Context: an optimization exercise on an open-source flow, tuned for small area. The choices shown serve that exercise and are no tape-out recipe. The RTL was checked by simulation tests, not by an equivalence proof against the original design. No activity file was given, so power comes from the tool's default toggle rates.

`design.v`:
```
module ncseq (
    input  wire        clk,
    input  wire        rst,
    input  wire        tb100us,
    input  wire        hc_valid,
    input  wire [23:0] hc_word,
    output wire        hc_ready,
    output reg         hr_valid,
    output wire [7:0]  rd,
    output wire [15:0] status,
    output reg         bc_cmd_valid,
    output reg  [3:0]  bc_cmd,
    output reg  [7:0]  bc_wdata,
    input  wire [7:0]  bc_rdata,
    input  wire        bc_done,
    input  wire        btn_min,
    input  wire        btn_hr,
    output reg  [7:0]  lat_min,
    output reg  [7:0]  lat_hr,
    output reg  [7:0]  lat_ind
);
    localparam [7:0] OP_BEGIN   = 8'h01, OP_RBEGIN = 8'h02, OP_STOP    = 8'h03,
                     OP_TX      = 8'h04, OP_RXEN   = 8'h05, OP_RDRX    = 8'h06,
                     OP_ACK     = 8'h07, OP_NACK   = 8'h08, OP_AWAIT   = 8'h09,
                     OP_CLRF    = 8'h0A, OP_OPEN   = 8'h0B,
                     OP_RDREG   = 8'h10, OP_WRREG  = 8'h11,
                     OP_RDTIME  = 8'h20, OP_DECODE = 8'h21, OP_DISPLAY = 8'h22,
                     OP_LATW    = 8'h23,
                     OP_SAMPLE  = 8'h30, OP_ADJUST = 8'h31, OP_MINADJ  = 8'h32,
                     OP_HRADJ   = 8'h33, OP_HOLD   = 8'h34, OP_TOGGLE  = 8'h35,
                     OP_BLINK   = 8'h36,
                     OP_DELAY   = 8'h40, OP_POLL   = 8'h41, OP_RUN     = 8'h42;
    localparam DEPTH = 35;
    reg [7:0]  x_rd, raw_s, raw_m, raw_h, sec, min, hr, psec, phase;
    reg [15:0] tickcnt, mark, dly;
    reg        busen, mode, modesel, psv, markv, tick, bm, bh, dlya, running;
    reg [1:0]  bst, res;
    reg [23:0] q [0:DEPTH-1];
    reg [5:0]  sp;             
    reg        expanding;
    reg [23:0] xw;             
    reg [4:0]  xj;             
    wire [23:0] top = q[sp - 6'd1];
    wire [7:0]  top_op = top[23:16];
    wire [7:0]  top_a  = top[15:8];
    wire [7:0]  top_b  = top[7:0];
    wire busy = (sp != 6'd0) || expanding;
    assign hc_ready = !busy && !rst;
    assign rd = x_rd;
    assign status = {1'b0, bst, bh, bm, tick, markv, psv, modesel, mode,
                     res, bc_done, busen, running, busy};
    function legal;
        input [23:0] w;
        reg [7:0] op, a, b;
        begin
            op = w[23:16]; a = w[15:8]; b = w[7:0];
            case (op)
                OP_BEGIN, OP_RBEGIN, OP_STOP, OP_RXEN, OP_ACK, OP_NACK, OP_AWAIT,
                OP_CLRF, OP_OPEN, OP_RDTIME, OP_DECODE, OP_DISPLAY, OP_SAMPLE,
                OP_ADJUST, OP_MINADJ, OP_HRADJ, OP_HOLD, OP_TOGGLE, OP_BLINK,
                OP_POLL, OP_RUN:
                    legal = (a == 8'h00) && (b == 8'h00);
                OP_TX:    legal = (a == 8'h00);
                OP_RDRX:  legal = (a == 8'h00) && (b[7:2] == 6'd0);
                OP_RDREG: legal = (b[7:2] == 6'd0);
                OP_WRREG: legal = 1'b1;
                OP_LATW:  legal = (a < 8'd3);
                OP_DELAY: legal = 1'b1;
                default:  legal = 1'b0;
            endcase
        end
    endfunction
    function [7:0] inc;
        input [7:0] v;
        reg [7:0] t;
        begin
            t = v + 8'd1;
            if (t[3:0] >= 4'hA) t = (t + 8'h10) & 8'hF0;
            inc = t;
        end
    endfunction
    function [7:0] mininc;
        input [7:0] v;
        reg [7:0] t;
        begin
            t = inc(v);
            mininc = (t[7:4] >= 4'h6) ? 8'h00 : t;
        end
    endfunction
    function [7:0] hrinc;
        input [7:0] v;
        input       sel;
        reg [7:0] t;
        reg [3:0] tt, uu;
        reg [7:0] f;
        begin
            t  = inc(v);
            tt = sel ? 4'h1 : 4'h2;
            uu = sel ? 4'h3 : 4'h4;
            f  = sel ? 8'h01 : 8'h00;
            if (t[7:4] >= tt && t[3:0] >= uu) t = f;
            hrinc = t & 8'h7F;
        end
    endfunction
    function [7:0] conv;
        input [7:0] h;
        input       sel;
        reg [6:0] n, m, d, u;
        begin
            n = h[6:4] * 7'd10 + {3'd0, h[3:0]};
            if (!sel && n > 7'd12) begin
                m = n - 7'd12;
                d = m / 7'd10;
                u = m % 7'd10;
                conv = {d[3:0], u[3:0]};
            end else begin
                conv = h;
            end
        end
    endfunction
    function [7:0] adv;
        input [7:0] p;
        reg [8:0] v;
        begin
            v = {p, 1'b0};
            adv = (v == 9'd0 || v > 9'h080) ? 8'h01 : v[7:0];
        end
    endfunction
    function [4:0] exp_len;
        input [23:0] w;
        begin
            case (w[23:16])
                OP_RDREG:   exp_len = 5'd27;
                OP_WRREG:   exp_len = 5'd15;
                OP_RDTIME:  exp_len = 5'd3;
                OP_DISPLAY: exp_len = 5'd3;
                OP_MINADJ:  exp_len = 5'd3;
                OP_HRADJ:   exp_len = 5'd3;
                OP_TOGGLE:  exp_len = 5'd2;
                OP_BLINK:   exp_len = 5'd30;
                OP_POLL:    exp_len = 5'd6;
                OP_RUN:     exp_len = 5'd2;
                default:    exp_len = 5'd1;    
            endcase
        end
    endfunction
    function [23:0] prim3;        
        input [23:0] p;
        input [1:0]  k;
        begin
            case (k)
                2'd0:    prim3 = p;
                2'd1:    prim3 = {OP_AWAIT, 16'h0000};
                default: prim3 = {OP_CLRF, 16'h0000};
            endcase
        end
    endfunction
    function [23:0] exp_word;
        input [23:0] w;
        input [4:0]  j;
        reg [23:0] p;
        reg [4:0]  m3;
        reg [1:0]  k3;
        begin
            m3 = j % 5'd3;
            k3 = m3[1:0];
            exp_word = 24'h000000;
            p = 24'h000000;
            case (w[23:16])
                OP_RDREG: begin
                    case (j / 5'd3)
                        5'd0: p = {OP_BEGIN, 16'h0000};
                        5'd1: p = {OP_TX, 8'h00, 8'hA0};
                        5'd2: p = {OP_TX, 8'h00, w[15:8]};
                        5'd3: p = {OP_RBEGIN, 16'h0000};
                        5'd4: p = {OP_TX, 8'h00, 8'hA1};
                        5'd5: p = {OP_RXEN, 16'h0000};
                        5'd6: p = {OP_RDRX, 8'h00, w[7:0]};
                        5'd7: p = {OP_NACK, 16'h0000};
                        default: p = {OP_STOP, 16'h0000};
                    endcase
                    exp_word = prim3(p, k3);
                end
                OP_WRREG: begin
                    case (j / 5'd3)
                        5'd0: p = {OP_BEGIN, 16'h0000};
                        5'd1: p = {OP_TX, 8'h00, 8'hA0};
                        5'd2: p = {OP_TX, 8'h00, w[15:8]};
                        5'd3: p = {OP_TX, 8'h00, w[7:0]};
                        default: p = {OP_STOP, 16'h0000};
                    endcase
                    exp_word = prim3(p, k3);
                end
                OP_RDTIME: begin
                    case (j)
                        5'd0:    exp_word = {OP_RDREG, 8'h02, 8'h01};
                        5'd1:    exp_word = {OP_RDREG, 8'h03, 8'h02};
                        default: exp_word = {OP_RDREG, 8'h04, 8'h03};
                    endcase
                end
                OP_DISPLAY: begin
                    case (j)
                        5'd0:    exp_word = {OP_LATW, 8'h00, min};
                        5'd1:    exp_word = {OP_LATW, 8'h01, hr};
                        default: exp_word = {OP_LATW, 8'h02, phase};
                    endcase
                end
                OP_MINADJ: begin
                    case (j)
                        5'd0:    exp_word = {OP_WRREG, 8'h03, min};
                        5'd1:    exp_word = {OP_LATW, 8'h00, min};
                        default: exp_word = {OP_DELAY, 16'd1500};
                    endcase
                end
                OP_HRADJ: begin
                    case (j)
                        5'd0:    exp_word = {OP_WRREG, 8'h04, raw_h};
                        5'd1:    exp_word = {OP_LATW, 8'h01, hr};
                        default: exp_word = {OP_DELAY, 16'd1500};
                    endcase
                end
                OP_TOGGLE: begin
                    if (j == 5'd0) exp_word = {OP_WRREG, 8'h04, raw_h};
                    else           exp_word = {OP_BLINK, 16'h0000};
                end
                OP_BLINK: begin
                    case (j % 5'd6)
                        5'd0:    exp_word = {OP_LATW, 8'h00, 8'hFF};
                        5'd1:    exp_word = {OP_LATW, 8'h01, 8'h00};
                        5'd2:    exp_word = {OP_DELAY, 16'd2500};
                        5'd3:    exp_word = {OP_LATW, 8'h00, 8'h00};
                        5'd4:    exp_word = {OP_LATW, 8'h01, 8'hFF};
                        default: exp_word = {OP_DELAY, 16'd2500};
                    endcase
                end
                OP_POLL: begin
                    case (j)
                        5'd0:    exp_word = {OP_RDTIME, 16'h0000};
                        5'd1:    exp_word = {OP_DECODE, 16'h0000};
                        5'd2:    exp_word = {OP_DISPLAY, 16'h0000};
                        5'd3:    exp_word = {OP_SAMPLE, 16'h0000};
                        5'd4:    exp_word = {OP_ADJUST, 16'h0000};
                        default: exp_word = {OP_DELAY, 16'd500};
                    endcase
                end
                OP_RUN: begin
                    if (j == 5'd0) exp_word = {OP_POLL, 16'h0000};
                    else           exp_word = {OP_RUN, 16'h0000};
                end
                default: exp_word = {w[7:0], 16'h0000};   
            endcase
        end
    endfunction
    wire [7:0]  nm   = mininc(min);
    wire [7:0]  nh   = hrinc(hr, modesel);
    wire [7:0]  nv   = conv(hr, modesel);
    wire [15:0] diff = (tickcnt >= mark) ? (tickcnt - mark) : (mark - tickcnt);
    always @(posedge clk) begin
        if (rst) begin
            x_rd <= 8'h00; raw_s <= 8'h00; raw_m <= 8'h00; raw_h <= 8'h00;
            sec <= 8'h00; min <= 8'h00; hr <= 8'h00; psec <= 8'h00; phase <= 8'h01;
            tickcnt <= 16'h0000; mark <= 16'h0000; dly <= 16'h0000;
            busen <= 1'b0; mode <= 1'b0; modesel <= 1'b0; psv <= 1'b0; markv <= 1'b0;
            tick <= 1'b0; bm <= 1'b0; bh <= 1'b0; dlya <= 1'b0; running <= 1'b0;
            bst <= 2'd0; res <= 2'd0;
            sp <= 6'd0; expanding <= 1'b0; xw <= 24'h000000; xj <= 5'd0;
            hr_valid <= 1'b0;
            bc_cmd_valid <= 1'b0; bc_cmd <= 4'h0; bc_wdata <= 8'h00;
            lat_min <= 8'h00; lat_hr <= 8'h00; lat_ind <= 8'h00;
        end else begin
            hr_valid <= 1'b0;
            bc_cmd_valid <= 1'b0;
            if (tb100us && dlya && dly != 16'h0000)
                dly <= dly - 16'd1;
            if (expanding) begin
                q[sp] <= exp_word(xw, xj);
                sp <= sp + 6'd1;
                xj <= xj - 5'd1;
                if (xj == 5'd0) expanding <= 1'b0;
            end else if (sp == 6'd0) begin
                if (hc_valid) begin
                    if (legal(hc_word)) begin
                        res <= 2'd0;
                        q[0] <= hc_word;
                        sp <= 6'd1;
                        if (hc_word[23:16] == OP_RUN) running <= 1'b1;
                    end else begin
                        res <= 2'd2;
                        hr_valid <= 1'b1;
                    end
                end
            end else begin
                case (top_op)
                    OP_BEGIN, OP_RBEGIN, OP_STOP, OP_TX, OP_RXEN, OP_ACK, OP_NACK: begin
                        bc_cmd_valid <= 1'b1;
                        bc_cmd <= top_op[3:0];
                        bc_wdata <= (top_op == OP_TX) ? top_b : 8'h00;
                        sp <= sp - 6'd1;
                        if (sp == 6'd1) hr_valid <= 1'b1;
                    end
                    OP_RDRX: begin
                        bc_cmd_valid <= 1'b1;
                        bc_cmd <= top_op[3:0];
                        bc_wdata <= 8'h00;
                        x_rd <= bc_rdata;
                        case (top_b[1:0])
                            2'd1: raw_s <= bc_rdata;
                            2'd2: raw_m <= bc_rdata;
                            2'd3: raw_h <= bc_rdata;
                            default: ;
                        endcase
                        sp <= sp - 6'd1;
                        if (sp == 6'd1) hr_valid <= 1'b1;
                    end
                    OP_AWAIT: begin
                        if (bc_done) begin
                            sp <= sp - 6'd1;
                            if (sp == 6'd1) hr_valid <= 1'b1;
                        end
                    end
                    OP_CLRF: begin
                        bc_cmd_valid <= 1'b1;
                        bc_cmd <= 4'hA;
                        bc_wdata <= 8'h00;
                        sp <= sp - 6'd1;
                        if (sp == 6'd1) hr_valid <= 1'b1;
                    end
                    OP_OPEN: begin
                        if (busen) begin
                            res <= 2'd1;
                        end else begin
                            busen <= 1'b1;
                            res <= 2'd0;
                            bc_cmd_valid <= 1'b1;
                            bc_cmd <= 4'hB;
                            bc_wdata <= 8'h00;
                        end
                        sp <= sp - 6'd1;
                        if (sp == 6'd1) hr_valid <= 1'b1;
                    end
                    OP_DECODE: begin
                        sec  <= raw_s;
                        min  <= raw_m;
                        mode <= raw_h[7];
                        hr   <= {1'b0, raw_h[6:0]};
                        sp <= sp - 6'd1;
                        if (sp == 6'd1) hr_valid <= 1'b1;
                    end
                    OP_LATW: begin
                        case (top_a[1:0])
                            2'd0: lat_min <= top_b;
                            2'd1: lat_hr  <= top_b;
                            default: lat_ind <= top_b;
                        endcase
                        sp <= sp - 6'd1;
                        if (sp == 6'd1) hr_valid <= 1'b1;
                    end
                    OP_SAMPLE: begin
                        bm <= btn_min;
                        bh <= btn_hr;
                        sp <= sp - 6'd1;
                        if (sp == 6'd1) hr_valid <= 1'b1;
                    end
                    OP_DELAY: begin
                        if (!dlya) begin
                            dly  <= {top_a, top_b};
                            dlya <= 1'b1;
                        end else if (dly == 16'h0000) begin
                            dlya <= 1'b0;
                            sp <= sp - 6'd1;
                            if (sp == 6'd1) hr_valid <= 1'b1;
                        end
                    end
                    OP_DISPLAY: begin
                        if (psv && sec != psec) begin
                            tick    <= 1'b1;
                            phase   <= adv(phase);
                            tickcnt <= tickcnt + 16'd1;
                        end else begin
                            tick <= 1'b0;
                        end
                        psec <= sec;
                        psv  <= 1'b1;
                        sp <= sp - 6'd1;
                        xw <= top; xj <= exp_len(top) - 5'd1; expanding <= 1'b1;
                    end
                    OP_ADJUST: begin
                        sp <= sp - 6'd1;
                        if (bm && bh) begin
                            bst <= 2'd3;
                            xw <= {OP_ADJUST, 8'h00, OP_HOLD}; xj <= 5'd0; expanding <= 1'b1;
                        end else begin
                            markv <= 1'b0;
                            if (bm) begin
                                bst <= 2'd1;
                                xw <= {OP_ADJUST, 8'h00, OP_MINADJ}; xj <= 5'd0; expanding <= 1'b1;
                            end else if (bh) begin
                                bst <= 2'd2;
                                xw <= {OP_ADJUST, 8'h00, OP_HRADJ}; xj <= 5'd0; expanding <= 1'b1;
                            end else begin
                                bst <= 2'd0;
                                if (sp == 6'd1) hr_valid <= 1'b1;
                            end
                        end
                    end
                    OP_MINADJ: begin
                        min   <= nm;
                        raw_m <= nm;
                        sp <= sp - 6'd1;
                        xw <= top; xj <= exp_len(top) - 5'd1; expanding <= 1'b1;
                    end
                    OP_HRADJ: begin
                        hr    <= nh;
                        raw_h <= {mode, nh[6:0]};
                        sp <= sp - 6'd1;
                        xw <= top; xj <= exp_len(top) - 5'd1; expanding <= 1'b1;
                    end
                    OP_HOLD: begin
                        sp <= sp - 6'd1;
                        if (!markv) begin
                            mark  <= tickcnt;
                            markv <= 1'b1;
                            if (sp == 6'd1) hr_valid <= 1'b1;
                        end else if (diff >= 16'd5) begin
                            xw <= {OP_HOLD, 8'h00, OP_TOGGLE}; xj <= 5'd0; expanding <= 1'b1;
                        end else begin
                            if (sp == 6'd1) hr_valid <= 1'b1;
                        end
                    end
                    OP_TOGGLE: begin
                        modesel <= ~modesel;
                        mode    <= ~modesel;
                        hr      <= nv;
                        raw_h   <= {~modesel, nv[6:0]};
                        markv   <= 1'b0;
                        sp <= sp - 6'd1;
                        xw <= top; xj <= exp_len(top) - 5'd1; expanding <= 1'b1;
                    end
                    default: begin    
                        sp <= sp - 6'd1;
                        xw <= top; xj <= exp_len(top) - 5'd1; expanding <= 1'b1;
                    end
                endcase
            end
        end
    end
endmodule
```
`run.sh`:
```
#!/bin/bash
# synth_recipe.tcl (not shown) runs the flow's synth.tcl, then flattens the netlist and writes it again
# the make line also repeats each setting of config.mk as NAME=value (left out here)
make -C /OpenROAD-flow-scripts/flow DESIGN_CONFIG=/design/flow/config.mk WORK_HOME=/design/flow/orfs CLKGATE_MAP_FILE= SYNTH_SCRIPT=/design/flow/synth_recipe.tcl finish
```
`config.mk`:
```
export PLATFORM = sky130hd
export DESIGN_NAME = ncseq
export DESIGN_NICKNAME = ncseq
export VERILOG_FILES = /design/flow/design.v
export SDC_FILE = /design/flow/constraint.sdc
export NUM_CORES = 4
export LEC_CHECK = 0
export CAP_MARGIN = 20
export CORE_MARGIN = 2
export CORE_UTILIZATION = 40
export SLEW_MARGIN = 20
```
`constraint.sdc`:
```
create_clock -name core_clock -period 10.0 [get_ports {clk}]
set_input_delay 2.0000 -clock core_clock [delete_from_list [all_inputs] [get_ports {clk}]]
set_output_delay 2.0000 -clock core_clock [all_outputs]
set_load 0.01 [all_outputs]
```
==> key figures <==
Clock network
  • Cts hold-fix bufs: 0
  • Largest buffer count on any clock path: 3
  • Post-CTS Setup Inserts: 0
  • Clk Latency, worst-skew pair: 0.75 ns
  • Reg clk slew, reported paths: 0.06 ns
  • Clock tree root buffer cell: clkbuf_16
  • Total CTS buffers: 105
  • CTS tree: yes
  • H-tree Lvls: 3
  • # clock sinks: 1048
  • CTS resizes: 0

Logic synthesis
  • Count of distinct cell types in the synthesized netlist: 111
  • Syn_nets: 3491
  • Mapped Area: 47400 sq um
  • Mean post-synth cell area: 14.0 sq um
  • Top cell type's share of synthesized area: 53.2%
  • Most used DFF post-synth: edfxtp_1
  • Synth area leader: edfxtp_1
  • #FFs+latches synth: 1048
  • Synth area leaders: edfxtp_1, mux4_2, dfxtp_1, mux2i_1, nor2_1
  • Yosys warns: 1
  • Post-synthesis cell count: 3379
  • Asr flop ratio synth: 0%
  • Post-synth EDFFs: 840
  • Register area share after synthesis: 62.0%

Global routing
  • Antenna violations before repair: 4
  • Global-route wire length before repair: 193000 microns
  • Largest net degree at the start of global routing: 151
  • Total track usage: 21.3%
  • Number of global-route vias before repair: 28547
  • Grt ovf: 0

Cells and area
  • Utilization after layout: 45.8%
  • Reg area: 29400 sq um
  • Area Growth Syn to Fin: 13.8%
  • Most common cell after layout, fill and taps aside: edfxtp_1
  • Final nets: 3577
  • Layout cells sized above 1: 16.6%
  • Layout fillers: 10236
  • Post-route cell area: 53900 sq um
  • Commonest cells after routing, fill and taps aside: edfxtp_1, nor2_1, mux4_2, dfxtp_1, nand2_1
  • Multi-input logic area: 17100 sq um

Job
  • Max-cap violation count: 0

Timing
  • Fin. Hold Viols: 0
  • FMAX: 153 MHz
  • Normalized max-slew margin: 23.8%
  • Worst-Margin Slew: 1.14 ns
  • Final worst path period need: 6.53 ns
  • Final Cycle Share: 65.3%
  • RSZ-0062 raised after global routing: false
  • Final Slew Violations: 0
  • Final hold slack: 0.450 ns
  • Finish-stage setup viols: 0
  • Setup tns final: 0 ns
  • Clock Skew: 0.0696 ns

Power
  • Clock power frac: 25.9%
  • Switch Pwr: 5.79 mW
  • Power Total: 15.3 mW
  • Pwr dens: 283 nW/um^2
  • Pint: 9.47 mW
  • Net Sw Frac: 38.0%
  • Leak: 18.1 nW
  • Combinational share of power: 39.5%
  • Worst VDD drop: 0.000258 V
  • Reg power frac: 34.7%

Drt
  • DRC Markers: 0
  • Vias per inst: 5.87
  • Wire length per cell: 25.7 microns
  • Drt initial violations: 3147
  • Total Routed Length: 131000 microns
  • First-pass detailed-route iteration total: 6
  • Vias: 29840
  • Number of routed nets with antenna violations: 0

Setup path
  • Worst path top cell family by delay: simple AND/OR/NAND/NOR gates
  • CP peak stage delay: 0.82 ns
  • Worst r2r src: sp[1]
  • Flop-to-flop setup slack: 3.47 ns
  • Slowest cell on the critical path: ha_4
  • Crit Path Class: register to register
  • WP buf/inv: 2
  • CP Capture Type: register
  • Critical path depth: 13
  • Arr. time, crit path: 7.09 ns
  • CP Cell Sequence: inv_1 > ha_4 > buf_12 > mux4_2 > mux2i_1 > a222oi_1 > a31oi_2 > nor2_1 > nand2_1 > nor3_2 > nand3b_1 > mux2i_1 > nor2_1
  • Worst-path maximum fanout: 150
  • Worst reg-to-reg path cell count: 13
  • Crit path required time: 10.55 ns
  • Critical Path Source: sp[1]
  • Worst r2r dst: raw_s[4]
  • Worst setup path end: raw_s[4]
  • CP Launch Type: register

Place
  • Final GP Congestion: 0.992
  • DP Area: 50400 sq um
  • HPWL after DPL: 82400 microns
  • Buffers on Ports: 100

Floorplan
  • I/O pin cnt: 102
  • Core ar.: 118000 sq um
  • Die height: 348 microns
  • Die X: 348 microns
  • Row count: 126
  • Area of the die: 121000 sq um
  • Initial core utilization: 40.2%

Run status
  • Status: finished clean

Hold path
  • Hold WC Path Type: register to register
[tightest hold or removal path, cell delays in order (launching register included)]
cell,delay (ns)
dfxtp_1,0.31
nand2_1,0.05
a21oi_1,0.05
[cell type report]
type / count / area share [%]
diodes: 1 / 0.00464
clock buffers: 126 / 5.17
clock inverters: 64 / 1.27
inverters: 80 / 0.557
multi-input cells: 2045 / 31.7
flip-flops and latches: 1048 / 54.5
well taps: 1536 / 3.56
repair buffers: 185 / 3.29
[power groups by stage]
stage	Sequential, mW	Clock (mW)	Combinational, mW
2_1_floorplan	5.27	0	4.20
3_3_place_gp	5.38	0	5.95
3_5_place_dp	5.38	0	5.98
4_1_cts	5.28	4.02	6.00
5_1_grt	5.30	4.19	6.47
6_report	5.29	3.95	6.02
[cells in the mapped netlist (all sizes together), types with 7 or more instances]
cell type and number:
edfxtp 840, nor2 379, mux4 224, dfxtp 208, nand2 177, a21oi 176, mux2i 153, clkbuf 113
nand3 110, buf 93, o21ai 92, inv 80, a211oi 71, ha 70, xnor2 61, nor3 48
and3 29, nand2b 29, a31oi 28, xor2 25, nand4 21, nor4 20, a311oi 19, a22oi 18
nand3b 18, or3 17, a21o 16, and2 15, nor2b 14, o211ai 14, or2 14, a221oi 13
o22ai 11, a2111oi 10, o31ai 9, a32oi 8, o21bai 8, a211o 7
[flip-flops by register name, summed over array words and instances, names as in the netlist, 16 cells and up]
name,count
q,840
mark,16
dly,16
xw,24
tickcnt,16
[per-stage QoR]
| stage | std cells | setup WS [ns] |
|---|---|---|
| after floorplan | 3379 | 3.91 |
| after global placement | 4886 | 3.62 |
| after detailed placement | 4891 | 3.49 |
| after CTS | 5081 | 3.48 |
| after global routing | 5084 | 3.03 |
| final | 5085 | 3.47 |
[logic make-up after synthesis]
logic type                 share of synthesized area, %
adders and majority gates                          2.02
and+or+nand+nor                                    9.23
muxes                                              14.0
xor gates and xnor gates                           1.63
AOI/OAI and AO/OA                                  8.30
buffers and inverters                              2.83
other                                           0.00791
DFF                                                62.0
[per-layer routing]
layer / wire length, microns / global-route usage, % / vias to the layer above
li1: - / - / 13278
met1: 56700 / 30.1 / 15300
met2: 61700 / 34.3 / 1053
met3: 8690 / 3.53 / 209
met4: 3460 / 5.72 / 0
met5: 0 / 0 / -
[worst min path at each step]
stage / start / endpoint / slack (ns) / depth (start not counted)
2_1_floorplan: psv / psv / 0.44 / 2
3_3_place_gp: bc_wdata[1] / bc_wdata[1] / 0.44 / 2
3_5_place_dp: bc_wdata[4] / bc_wdata[4] / 0.44 / 2
4_1_cts: bc_wdata[4] / bc_wdata[4] / 0.45 / 2
5_1_grt: bc_wdata[7] / bc_wdata[7] / 0.48 / 2
6_report: bc_wdata[4] / bc_wdata[4] / 0.45 / 2

## afterwards: timing with drivers on the ports
How much do the figures lean on ideal ports? The routed layout below was timed once more, with nothing changed but the port constraints. Step 1, drivers: a clkbuf_16 drives clk and a buf_2 each remaining input, both assumed. Step 2 also shifts input and output timing later by t, the mid clock arrival at the registers, as if the neighbouring blocks saw the same clock. a / b / c = no drivers / after step 1 / after step 2; a / b = the first two.
t (ns): 0.784
setup slack, ns: 3.466 / 3.466 / 3.466
hold slack, ns: 0.450 / 0.450 / 0.450
worst slew at a driven data input, ns: 0.07
After both steps this run still meets setup and hold. The setup slack of this run moves by 0.000 ns with the drivers and by 0.000 ns with both steps.
